This design comes from an exercise in tuning for small area, a short achievable clock period and few clock cycles per item on the open sky130 flow, not from production work.
No activity file was given, so power comes from the tool's default toggle rates.

Setup of the baseline:
Design k2000_payload_codec, start of the top module:
module k2000_payload_codec (
    input  wire        clk,
    input  wire        rst,
    input  wire        cmd_valid,
    output wire        cmd_ready,
    input  wire        cmd_dir,       
    input  wire [3:0]  cmd_n,         
    input  wire [20:0] cmd_size,      
    input  wire        in_valid,
    output wire        in_ready,
    input  wire [7:0]  in_data,
    input  wire        in_last,
    output wire        out_valid,
    input  wire        out_ready,
    output wire [7:0]  out_data,
    output wire        out_last,
    output wire        done,
    output wire [2:0]  status,
    output wire [23:0] info_a,
    output wire [23:0] info_b
);
export LEC_CHECK = 0
export CAP_MARGIN = 20
export CORE_MARGIN = 2
export CORE_UTILIZATION = 40
export CTS_BUF_LIST = sky130_fd_sc_hd__clkbuf_4 sky130_fd_sc_hd__clkbuf_8
export CTS_CLUSTER_SIZE = 20
export SETUP_SLACK_MARGIN = 5
export SLEW_MARGIN = 20
create_clock -name core_clock -period 10.0 [get_ports {clk}]
standard.sh (not shown) runs the stock make flow with config.mk's settings and CLKGATE_MAP_FILE= SYNTH_SCRIPT=/design/flow/synth_recipe.tcl, a recipe that flattens the netlist after the stock synthesis.
==> flow/flow/run.sh <==
#!/bin/bash
# Standard ORFS layout (the standard.sh, its synthesis unchanged) with a
# tighter timing-repair target and buf_2 port buffers. The clock period and
# SDC are the standard flow's own (constraint.sdc).
set -euo pipefail
bash standard.sh \
  "SETUP_SLACK_MARGIN=6.3" \
  "BUFFER_PORTS_ARGS=-buffer_cell sky130_fd_sc_hd__buf_2" \
  finish > standard.log 2>&1
The baseline: done, clean on timing, DRC and antenna
Here is what was changed in the inputs of the candidate compared with the baseline.
==> flow/flow/run.sh <==
#!/bin/bash
# Standard ORFS layout (the standard.sh, its synthesis unchanged) with a
# tighter timing-repair target and buf_1 port buffers. The clock period and
# SDC are the standard flow's own (constraint.sdc).
set -euo pipefail
bash standard.sh \
  "SETUP_SLACK_MARGIN=6.2" \
  "BUFFER_PORTS_ARGS=-buffer_cell sky130_fd_sc_hd__buf_1" \
  finish > standard.log 2>&1
- On buffer count excluding the clock tree in the final layout: between the candidate and the baseline, it ends up lower for the candidate.
- Compared with the baseline, average vias per placed instance in the candidate decreased slightly.
- Total power on the candidate is up relative to the baseline.
- Changes observed in the candidate relative to the baseline: met3 layer wire length in the routed design dropped 3.4%, switching share of total power picked up an extra 0.29 points, layout sequential cell count was more or less identical, proportion of cell area occupied by registers +0.34 points.
- The candidate gives less combinational fraction of design power than the baseline did.
- Fmax deteriorates in the candidate relative to the baseline.
No functional check of the RTL was part of any run of this note.

Setup of run C:
k2000_payload_codec, a different RTL version from the one above (not shown whole).
Size in the first run: about 1,600 cells after synthesis, roughly 160 flip-flops, about 100 I/O pins.
## k2000_payload_codec
module k2000_payload_codec (
    input  wire        clk,
    input  wire        rst,
    input  wire        cmd_valid,
    output wire        cmd_ready,
    input  wire        cmd_dir,       
    input  wire [3:0]  cmd_n,         
    input  wire [20:0] cmd_size,      
    input  wire        in_valid,
    output wire        in_ready,
    input  wire [7:0]  in_data,
    input  wire        in_last,
    output wire        out_valid,
    input  wire        out_ready,
    output wire [7:0]  out_data,
    output wire        out_last,
    output wire        done,
    output wire [2:0]  status,
    output wire [23:0] info_a,
    output wire [23:0] info_b
);
make LEC_CHECK=0 CAP_MARGIN=20 CORE_MARGIN=2 CORE_UTILIZATION=40 SETUP_SLACK_MARGIN=5 SLEW_MARGIN=20 finish   # period 10.0 ns
run.sh (not shown) runs the stock make flow with config.mk's settings and CLKGATE_MAP_FILE= SYNTH_SCRIPT=/design/flow/synth_recipe.tcl, a recipe that flattens the netlist after the stock synthesis.
Stock flow here: none of the scripts above is used.
Having completed the whole flow, run C delivered a layout that passed the timing, design-rule and antenna checks.
Input-level comparison between run D and run C:
diff --git a/flow/config.mk b/flow/config.mk
--- a/flow/config.mk
+++ b/flow/config.mk
@@ -10,3 +10,2 @@
 export CORE_UTILIZATION = 40
-export SETUP_SLACK_MARGIN = 5
 export SLEW_MARGIN = 20
--- outcome ---
Relative to run C, run D degrades first-iteration DRC count. Cell leakage power: run D < run C. Run D against run C: fraction of power consumed by sequential logic rose 3.2 points; sequential cell count about even; proportion of power drawn by combinational gates fell 7.9 points. Run D vs. run C: via count of the first global-routing pass lost about 3%, critical path depth lost about 4%.
Function was not checked in any run of this note: the RTL went through the layout flow alone.

[re-timing with driven ports]
In the flow no input, the clock included, has a driving cell. The finished layouts below were timed again as built, in two steps. Step 1: set_driving_cell puts a clkbuf_16 on clk and a buf_2 on each other input, an assumption about the parent block. Step 2, shift: input delay + t, output delay - t, t = (earliest + latest rising clock arrival at the registers) / 2. This alone moves slack from input paths to output paths. a / b / c = no drivers / after step 1 / after step 2; a / b = the first two.
run	shift t [ns]	setup WS [ns]	slew at the worst register clock pin (ns)	worst data-port slew with drivers (ns)	pins driven straight from the clock port
the baseline	0.550	6.137 / 6.137 / 5.871	0.11 / 0.11	0.08	1
the candidate	0.532	6.061 / 6.061 / 5.708	0.12 / 0.12	0.08	1
run C	0.504	5.082 / 5.082 / 4.760	0.08 / 0.08	0.03	1
run D	0.505	4.081 / 4.081 / 3.918	0.08 / 0.08	0.06	1
After both steps setup and hold are still met in every run listed. For the candidate, which loses most, drivers alone change the setup slack by 0.000 ns; drivers and shift together by -0.353 ns.
